This is an optimization exercise on Yosys and OpenROAD, whose aim is small area, a short achievable clock period and few clock cycles, not a production implementation.
RTL that was checked went through simulation tests only; none was proved equivalent to the original.
Power is estimated from default activity; no workload was simulated.

## run 1
// rle_codec
module rle_codec (
    input  wire        clk,
    input  wire        rst,
    input  wire        enc_cmd_valid,
    output wire        enc_cmd_ready,
    input  wire [1:0]  enc_cmd_op,
    input  wire [7:0]  enc_cmd_byte,
    output wire        enc_out_valid,
    input  wire        enc_out_ready,
    output wire [7:0]  enc_out_byte,
    input  wire        dec_cmd_valid,
    output wire        dec_cmd_ready,
    input  wire [1:0]  dec_cmd_op,
    input  wire [7:0]  dec_cmd_byte,
    input  wire [15:0] dec_cmd_cap,
    output wire        dec_out_valid,
    input  wire        dec_out_ready,
    output wire [7:0]  dec_out_byte,
    output wire [15:0] dec_out_index,
    output wire        dec_res_valid,
    output wire [1:0]  dec_res_status,
    output wire [15:0] dec_res_count
);
Size in the first run: about 1000 cells after synthesis, ~310 flip-flops, ~97 I/O pins, about 13000 um^2 of cells after synthesis.
==> flow/config.mk <==
export PLATFORM = sky130hd
export DESIGN_NAME = rle_codec
export DESIGN_NICKNAME = rle_codec
export VERILOG_FILES = /design/flow/design.v
export SDC_FILE = /design/flow/constraint.sdc
export NUM_CORES = 4
export LEC_CHECK = 0
export CAP_MARGIN = 20
export CORE_MARGIN = 2
export CORE_UTILIZATION = 60
export CTS_BUF_LIST = sky130_fd_sc_hd__clkbuf_8
export CTS_CLUSTER_SIZE = 40
export SETUP_SLACK_MARGIN = 5
export SLEW_MARGIN = 20
==> flow/constraint.sdc <==
create_clock -name core_clock -period 11.0 [get_ports {clk}]
set_input_delay 2.2000 -clock core_clock [delete_from_list [all_inputs] [get_ports {clk}]]
set_output_delay 2.2000 -clock core_clock [all_outputs]
set_load 0.01 [all_outputs]
standard.sh (not shown) runs the stock make flow with config.mk's settings and CLKGATE_MAP_FILE= SYNTH_SCRIPT=/design/flow/synth_recipe.tcl, a recipe that flattens the netlist after the stock synthesis.
==> flow/flow/run.sh <==
#!/bin/bash
# Standard ORFS layout, with faster port buffers (buf_4 in place of the
# default delay-cell buffer) and a deeper setup repair. Each make run's
# full output goes to a log file of its own in this folder.
set -euo pipefail
bash standard.sh synth > synth.log 2>&1
bash standard.sh \
    BUFFER_PORTS_ARGS="-buffer_cell sky130_fd_sc_hd__buf_4" \
    SETUP_SLACK_MARGIN=${FLOW_SETUP_MARGIN:-7.5} \
    finish > layout.log 2>&1
Testbench counts of run 1, summed over its fixed seeds: cycles 31,396.
Changes in run 2 relative to run 1:
# run 1
export LEC_CHECK = 0
export CAP_MARGIN = 20
export CORE_MARGIN = 2
export CORE_UTILIZATION = 60
export CTS_BUF_LIST = sky130_fd_sc_hd__clkbuf_8
export CTS_CLUSTER_SIZE = 40
export SETUP_SLACK_MARGIN = 5
export SLEW_MARGIN = 20
create_clock -name core_clock -period 11.0 [get_ports {clk}]
# run 2
export LEC_CHECK = 0
export ABC_AREA = 1
export CAP_MARGIN = 20
export CORE_MARGIN = 2
export CORE_UTILIZATION = 70
export CTS_BUF_LIST = sky130_fd_sc_hd__clkbuf_8
export CTS_CLUSTER_DIAMETER = 150
export CTS_CLUSTER_SIZE = 18
export SETUP_SLACK_MARGIN = 5
export SLEW_MARGIN = 20
create_clock -name core_clock -period 11.0 [get_ports {clk}]
[summary]
Number of tap instances is higher on run 1. Diff run 1 -> run 2: count of placed standard cells including taps has increased, via count went up by 7.4%, synthesized cell count higher. Most utilized layer in the global route result = met2: run 2; most utilized layer in the global route result = met1: run 1.
[inputs] run 3 vs run 2
# run 2
export LEC_CHECK = 0
export ABC_AREA = 1
export CAP_MARGIN = 20
export CORE_MARGIN = 2
export CORE_UTILIZATION = 70
export CTS_BUF_LIST = sky130_fd_sc_hd__clkbuf_8
export CTS_CLUSTER_DIAMETER = 150
export CTS_CLUSTER_SIZE = 18
export SETUP_SLACK_MARGIN = 5
export SLEW_MARGIN = 20
create_clock -name core_clock -period 11.0 [get_ports {clk}]
# run 3
export LEC_CHECK = 0
export CAP_MARGIN = 20
export CORE_MARGIN = 2
export CORE_UTILIZATION = 40
export SETUP_SLACK_MARGIN = 5
export SLEW_MARGIN = 20
create_clock -name core_clock -period 11.0 [get_ports {clk}]
[summary]
- Summary of the comparison: post-synth net total is lower in run 3, relative to run 2.
- Going from run 2 to run 3, combinational share of power shrinks by 5.0 points.
- Diff run 2 -> run 3: share of the final layout cell area in multi-input gates flat; synthesized cell count down about 20%.
- Number of clock buffer instances in the layout for run 3: 24 up relative to run 2
- Worst hold slack after final layout essentially unchanged between run 3 and run 2.
- Looking at chip width, run 3 sits 30% above run 2.
- Worst stage delay on the critical path, run 3 and run 2: higher on run 3
Modified inputs, run 4 compared to run 3
# run 3
export LEC_CHECK = 0
export CAP_MARGIN = 20
export CORE_MARGIN = 2
export CORE_UTILIZATION = 40
export SETUP_SLACK_MARGIN = 5
export SLEW_MARGIN = 20
create_clock -name core_clock -period 11.0 [get_ports {clk}]
# run 4
export LEC_CHECK = 0
export ABC_AREA = 1
export CAP_MARGIN = 20
export CORE_MARGIN = 2
export CORE_UTILIZATION = 70
export CTS_BUF_LIST = sky130_fd_sc_hd__clkbuf_8
export CTS_CLUSTER_DIAMETER = 150
export CTS_CLUSTER_SIZE = 18
export SETUP_SLACK_MARGIN = 5
export SLEW_MARGIN = 20
create_clock -name core_clock -period 11.0 [get_ports {clk}]
diff --git a/flow/flow/run.sh b/flow/flow/run.sh
--- a/flow/flow/run.sh
+++ b/flow/flow/run.sh
@@ -7,4 +7,4 @@
 bash standard.sh \
     BUFFER_PORTS_ARGS="-buffer_cell sky130_fd_sc_hd__buf_4" \
-    SETUP_SLACK_MARGIN=${FLOW_SETUP_MARGIN:-7.5} \
+    SETUP_SLACK_MARGIN=${FLOW_SETUP_MARGIN:-7.2} \
     finish > layout.log 2>&1
### Flow results
Result for run 3 and run 4: all clean. Run 3 → run 4: die area has decreased; count of non-CTS buffers in the layout dropped 7; fmax went down by 21 MHz; post-layout instance count excluding filler cells higher.
Changes in run 5 relative to run 4:
# run 4
export LEC_CHECK = 0
export ABC_AREA = 1
export CAP_MARGIN = 20
export CORE_MARGIN = 2
export CORE_UTILIZATION = 70
export CTS_BUF_LIST = sky130_fd_sc_hd__clkbuf_8
export CTS_CLUSTER_DIAMETER = 150
export CTS_CLUSTER_SIZE = 18
export SETUP_SLACK_MARGIN = 5
export SLEW_MARGIN = 20
create_clock -name core_clock -period 11.0 [get_ports {clk}]
# run 5
export LEC_CHECK = 0
export CAP_MARGIN = 20
export CORE_MARGIN = 2
export CORE_UTILIZATION = 70
export CTS_BUF_LIST = sky130_fd_sc_hd__clkbuf_16
export CTS_CLUSTER_DIAMETER = 150
export CTS_CLUSTER_SIZE = 28
export SETUP_SLACK_MARGIN = 5
export SLEW_MARGIN = 20
create_clock -name core_clock -period 11.0 [get_ports {clk}]
diff --git a/flow/flow/run.sh b/flow/flow/run.sh
--- a/flow/flow/run.sh
+++ b/flow/flow/run.sh
@@ -7,4 +7,4 @@
 bash standard.sh \
     BUFFER_PORTS_ARGS="-buffer_cell sky130_fd_sc_hd__buf_4" \
-    SETUP_SLACK_MARGIN=${FLOW_SETUP_MARGIN:-7.2} \
+    SETUP_SLACK_MARGIN=${FLOW_SETUP_MARGIN:-7.5} \
     finish > layout.log 2>&1
Results
- Diff run 4 -> run 5: share of post-route cells with drive strength above 1 went up; longest individual stage delay on the worst path picked up an extra 0.09 ns.
- Final critical-path required period came out lower on run 5 than on run 4.
diff inputs: run 5 => run 6
# run 5
export LEC_CHECK = 0
export CAP_MARGIN = 20
export CORE_MARGIN = 2
export CORE_UTILIZATION = 70
export CTS_BUF_LIST = sky130_fd_sc_hd__clkbuf_16
export CTS_CLUSTER_DIAMETER = 150
export CTS_CLUSTER_SIZE = 28
export SETUP_SLACK_MARGIN = 5
export SLEW_MARGIN = 20
create_clock -name core_clock -period 11.0 [get_ports {clk}]
# run 6
export LEC_CHECK = 0
export CAP_MARGIN = 20
export CORE_MARGIN = 2
export CORE_UTILIZATION = 70
export CTS_BUF_LIST = sky130_fd_sc_hd__clkbuf_8
export CTS_CLUSTER_DIAMETER = 150
export CTS_CLUSTER_SIZE = 18
export SETUP_SLACK_MARGIN = 5
export SLEW_MARGIN = 20
create_clock -name core_clock -period 11.0 [get_ports {clk}]
## What came out
In summary, run 6 completed successfully, with a layout that passed the timing, design-rule and antenna checks. Final standard cell area without fillers was higher in the run labelled run 5. Re slew at the pin with the worst max-slew slack: run 6 is 0.020 ns up on run 5. On final-layout non-clock buffer area share, run 6 and run 5 are neck and neck. Of run 6 and run 5, the higher sequential cell area share belongs to run 6. In the metrics for run 6 and run 5, the one carrying the higher global-route wire length before repair is run 5. Run 6 vs. run 5: least setup slack across all paths after layout went up by 0.033 ns. Run 6 ended with less DRC marker count from the first detailed-route iteration than run 5. Run 6 -> run 5: flip-flop and latch count delta 0, exact match. Delta (run 6 minus run 5): clock skew shows no meaningful change; total global routing track utilization shows a reduction of 0.33 points; number of nets in the layout shows an increase of 5.

* * *

## the previous run
Another version of the RTL of rle_codec (not shown whole).
Size: about 950 cells after synthesis, about 270 flip-flops, roughly 12000 um2 of cells after synthesis.
clock: 11.0 ns
lec_check: 0
cap_margin: 20
core_margin: 2
core_utilization: 40
slew_margin: 20
run.sh (not shown) runs the stock make flow with config.mk's settings and CLKGATE_MAP_FILE= SYNTH_SCRIPT=/design/flow/synth_recipe.tcl, a recipe that flattens the netlist after the stock synthesis.
Stock flow here: none of the scripts above is used.
Testbench counts of the previous run, summed over its fixed seeds: cycles 31,571.
Modified inputs, the current run compared to the previous run
Settings: putting SETUP_SLACK_MARGIN at 5 where nothing was set.
[summary]
Comparing the current run and the previous run, the lower setup slack is on the previous run.
Changes observed in the current run relative to the previous run: register fraction of the total cell area fell 0.16 points; worst-case hold slack shrank by 0.0039 ns.
Between the current run and the previous run, it is the current run whose first-iteration DRC count is lower, by 166.
The current run and the previous run ended up with nearly the same aggregate routed wire length.
The previous run -> the current run: internal power consumption increased slightly
On number of synthesized register bits, the current run tracks the previous run almost exactly.
Comparing the current run against the previous run, there is no change at all in number of distinct standard cells referenced by the synthesized netlist.
The run showing the greater fraction of met1 tracks used by global routing is the previous run.
Looking at non-clock buffer count, the current run sits 1 lower than the previous run does.

* * *

rle_codec with an RTL version that a note above also has.
Size in the first run: roughly 1300 cells after synthesis, about 310 flip-flops, about 97 I/O pins.
==> flow/config.mk <==
export PLATFORM = sky130hd
export DESIGN_NAME = rle_codec
export DESIGN_NICKNAME = rle_codec
export VERILOG_FILES = /design/flow/design.v
export SDC_FILE = /design/flow/constraint.sdc
export NUM_CORES = 4
export LEC_CHECK = 0
export ABC_AREA = 1
export CAP_MARGIN = 20
export CORE_MARGIN = 2
export CORE_UTILIZATION = 70
export CTS_BUF_LIST = sky130_fd_sc_hd__clkbuf_8
export CTS_CLUSTER_DIAMETER = 150
export CTS_CLUSTER_SIZE = 18
export SETUP_SLACK_MARGIN = 5
export SLEW_MARGIN = 20
==> flow/constraint.sdc <==
create_clock -name core_clock -period 11.0 [get_ports {clk}]
set_input_delay 2.2000 -clock core_clock [delete_from_list [all_inputs] [get_ports {clk}]]
set_output_delay 2.2000 -clock core_clock [all_outputs]
set_load 0.01 [all_outputs]
standard.sh (not shown) runs the stock make flow with config.mk's settings and CLKGATE_MAP_FILE= SYNTH_SCRIPT=/design/flow/synth_recipe.tcl, a recipe that flattens the netlist after the stock synthesis.
==> flow/flow/run.sh <==
#!/bin/bash
# Standard ORFS layout, with faster port buffers (buf_4 in place of the
# default delay-cell buffer) and a deeper setup repair. Each make run's
# full output goes to a log file of its own in this folder.
set -euo pipefail
bash standard.sh synth > synth.log 2>&1
bash standard.sh \
    BUFFER_PORTS_ARGS="-buffer_cell sky130_fd_sc_hd__buf_4" \
    SETUP_SLACK_MARGIN=${FLOW_SETUP_MARGIN:-6.8} \
    finish > layout.log 2>&1
Testbench counts at the start, summed over its fixed seeds: cycles 31,396.
==> next run, changes <==
--- a/flow/flow/run.sh
+++ b/flow/flow/run.sh
@@ -9 +9 @@
-    SETUP_SLACK_MARGIN=${FLOW_SETUP_MARGIN:-6.8} \
+    SETUP_SLACK_MARGIN=${FLOW_SETUP_MARGIN:-7.8} \
Outcome: Worst setup slack gets better by 480 ps; utilization goes up by 4.0 points; wire length rises by 5.9%; design area went up by 5.1%; combinational power came out higher by 7.9%; worst hold slack barely changes; area after synthesis does not change.

* * *

## v16
rle_codec, a different RTL version from the one above (not shown whole).
For scale: ~1200 cells after synthesis, about 310 flip-flops, roughly 97 I/O pins, roughly 13000 µm² of cells after synthesis.
// rle_codec
module rle_codec (
    input  wire        clk,
    input  wire        rst,
    input  wire        enc_cmd_valid,
    output wire        enc_cmd_ready,
    input  wire [1:0]  enc_cmd_op,
    input  wire [7:0]  enc_cmd_byte,
    output wire        enc_out_valid,
    input  wire        enc_out_ready,
    output wire [7:0]  enc_out_byte,
    input  wire        dec_cmd_valid,
    output wire        dec_cmd_ready,
    input  wire [1:0]  dec_cmd_op,
    input  wire [7:0]  dec_cmd_byte,
    input  wire [15:0] dec_cmd_cap,
    output wire        dec_out_valid,
    input  wire        dec_out_ready,
    output wire [7:0]  dec_out_byte,
    output wire [15:0] dec_out_index,
    output wire        dec_res_valid,
    output wire [1:0]  dec_res_status,
    output wire [15:0] dec_res_count
);
    rle_encoder u_enc (
        .clk(clk), .rst(rst),
        .cmd_valid(enc_cmd_valid), .cmd_ready(enc_cmd_ready),
        .cmd_op(enc_cmd_op), .cmd_byte(enc_cmd_byte),
        .out_valid(enc_out_valid), .out_ready(enc_out_ready), .out_byte(enc_out_byte)
    );
    rle_decoder u_dec (
        .clk(clk), .rst(rst),
        .cmd_valid(dec_cmd_valid), .cmd_ready(dec_cmd_ready),
        .cmd_op(dec_cmd_op), .cmd_byte(dec_cmd_byte), .cmd_cap(dec_cmd_cap),
        .out_valid(dec_out_valid), .out_ready(dec_out_ready),
        .out_byte(dec_out_byte), .out_index(dec_out_index),
        .res_valid(dec_res_valid), .res_status(dec_res_status), .res_count(dec_res_count)
    );
endmodule
export LEC_CHECK = 0
export ABC_AREA = 1
export CAP_MARGIN = 20
export CORE_MARGIN = 2
export CORE_UTILIZATION = 70
export CTS_BUF_LIST = sky130_fd_sc_hd__clkbuf_8
export CTS_CLUSTER_DIAMETER = 150
export CTS_CLUSTER_SIZE = 18
export GPL_TIMING_DRIVEN = 1
export SETUP_SLACK_MARGIN = 5
export SLEW_MARGIN = 20
create_clock -name core_clock -period 11.0 [get_ports {clk}]
==> flow/flow/run.sh <==
#!/bin/bash
# Standard ORFS layout, with faster port buffers (buf_4 in place of the
# default delay-cell buffer) and a deeper setup repair. Each make run's
# full output goes to a log file of its own in this folder.
set -euo pipefail
bash standard.sh synth > synth.log 2>&1
bash standard.sh \
    BUFFER_PORTS_ARGS="-buffer_cell sky130_fd_sc_hd__buf_4" \
    SETUP_SLACK_MARGIN=${FLOW_SETUP_MARGIN:-7.5} \
    finish > layout.log 2>&1
For v26, these inputs were changed with respect to v16:
- clearing GPL_TIMING_DRIVEN, which used to be 1
- swapping 70 for 80 in CORE_UTILIZATION
diff --git a/flow/flow/run.sh b/flow/flow/run.sh
--- a/flow/flow/run.sh
+++ b/flow/flow/run.sh
@@ -8 +8 @@
-    BUFFER_PORTS_ARGS="-buffer_cell sky130_fd_sc_hd__buf_4" \
+    BUFFER_PORTS_ARGS="-buffer_cell sky130_fd_sc_hd__buf_2" \
## What came out
- Looking at v26 and v16, the clock latency reported for the late side of the worst-skew pair is a wash.
- v26 vs v16: largest net degree at the start of global routing down in v26
- Between v26 and v16, it is v26 whose fraction of the cycle the final worst path needs is lower, by 0.16 points.
- Taking v16 as the reference, in v26 buffer count excluding the clock tree in the final layout increased by 1 relative to the old numbers, overall power of the completed layout increased by 0.56% relative to the old numbers, final area decreased by 1.5% relative to the old numbers.
Here is what was changed in the inputs of v18 compared with v26.
- ABC_CLOCK_PERIOD_IN_PS now 3000, previously not set
- ABC_AREA now 0, was 1
- CORE_UTILIZATION now 70, was 80
diff --git a/flow/flow/run.sh b/flow/flow/run.sh
--- a/flow/flow/run.sh
+++ b/flow/flow/run.sh
@@ -8 +8 @@
-    BUFFER_PORTS_ARGS="-buffer_cell sky130_fd_sc_hd__buf_2" \
+    BUFFER_PORTS_ARGS="-buffer_cell sky130_fd_sc_hd__buf_4" \
### Flow results
v18 ends up with higher setup slack than v26 does.
Taking v26 as the reference, in v18 final cell count now smaller; overall power of the completed layout rose by 0.35%.
The higher setup slack of the most critical reg-to-reg path of v26 and v18 is in v26.
Sequential share of layout area in v18 is 1.0 points lower than in v26
Against v26, first-pass GRT wire length in v18 came out better.
Against v26, v18 comes in 1500 µm lower on placed wire-length estimate after detailed placement.
The inputs of v53 differ from those of v18 as listed below.
- ABC_CLOCK_PERIOD_IN_PS no longer set, was 3000
- ABC_AREA now 1, was 0
## What came out
v53 ends up with a number of global-route vias before repair that is about 4% higher than in v18. The cell with the biggest individual delay on the critical path comes out sky130_fd_sc_hd__buf_4 in one run and sky130_fd_sc_hd__dfxtp_1 in the other, namely in v18 and v53 respectively. Looking only at cell count, and setting everything else aside, the lower value of v53 and v18 goes to v18. From v18 to v53 the numbers moved as follows: total negative setup slack was more or less identical, fmax went down by about 1.1%, overall power of the completed layout went down by about 0.9%. Higher fraction of area in non-clock buffers goes to v18 over v53. Between v18 and v53, the post-layout instance area figures differ only marginally.
No run of this note included a check of the RTL's function; only the layout flow was run.

-- static timing again, ports no longer ideal --
The results above use ideal ports. As a check the final layouts listed here were re-extracted and re-timed, cells and wires unchanged.
Step 1: set_driving_cell puts a clkbuf_16 on clk and a buf_2 on each other input, an assumption about the parent block.
Step 2 adds t to the input delays and takes it off the output delays; t is the mean of the earliest and latest rising clock arrival at the registers after step 1. Input paths then give back, and output paths get back, about the clock's delay inside the block.
a / b / c = ideal / step 1 / step 2; a / b = the first two.
run	shift t [ns]	setup WS [ns]	worst register clock-pin slew, ns
run 1	0.597	7.635 / 7.591 / 7.068	0.07 / 0.07
run 2	0.595	7.639 / 7.595 / 7.089	0.12 / 0.12
run 3	0.556	7.638 / 7.598 / 7.134	0.06 / 0.06
run 4	0.568	7.382 / 7.392 / 6.824	0.12 / 0.12
run 5	0.524	7.578 / 7.578 / 7.106	0.11 / 0.11
run 6	0.585	7.611 / 7.572 / 7.075	0.12 / 0.12
the previous run	0.573	5.114 / 5.131 / 4.559	0.06 / 0.06
the current run	0.594	5.248 / 5.257 / 4.663	0.06 / 0.06
the first run of note 3	0.589	7.198 / 7.202 / 6.613	0.12 / 0.12
the second run of note 3	0.575	7.675 / 7.635 / 7.102	0.12 / 0.12
v16	0.579	7.573 / 7.531 / 7.068	0.12 / 0.12
v26	0.569	7.590 / 7.559 / 7.041	0.12 / 0.12
v18	0.603	7.612 / 7.575 / 7.027	0.12 / 0.12
v53	0.579	7.573 / 7.531 / 7.068	0.12 / 0.12
After both steps setup and hold are still met in every run listed.
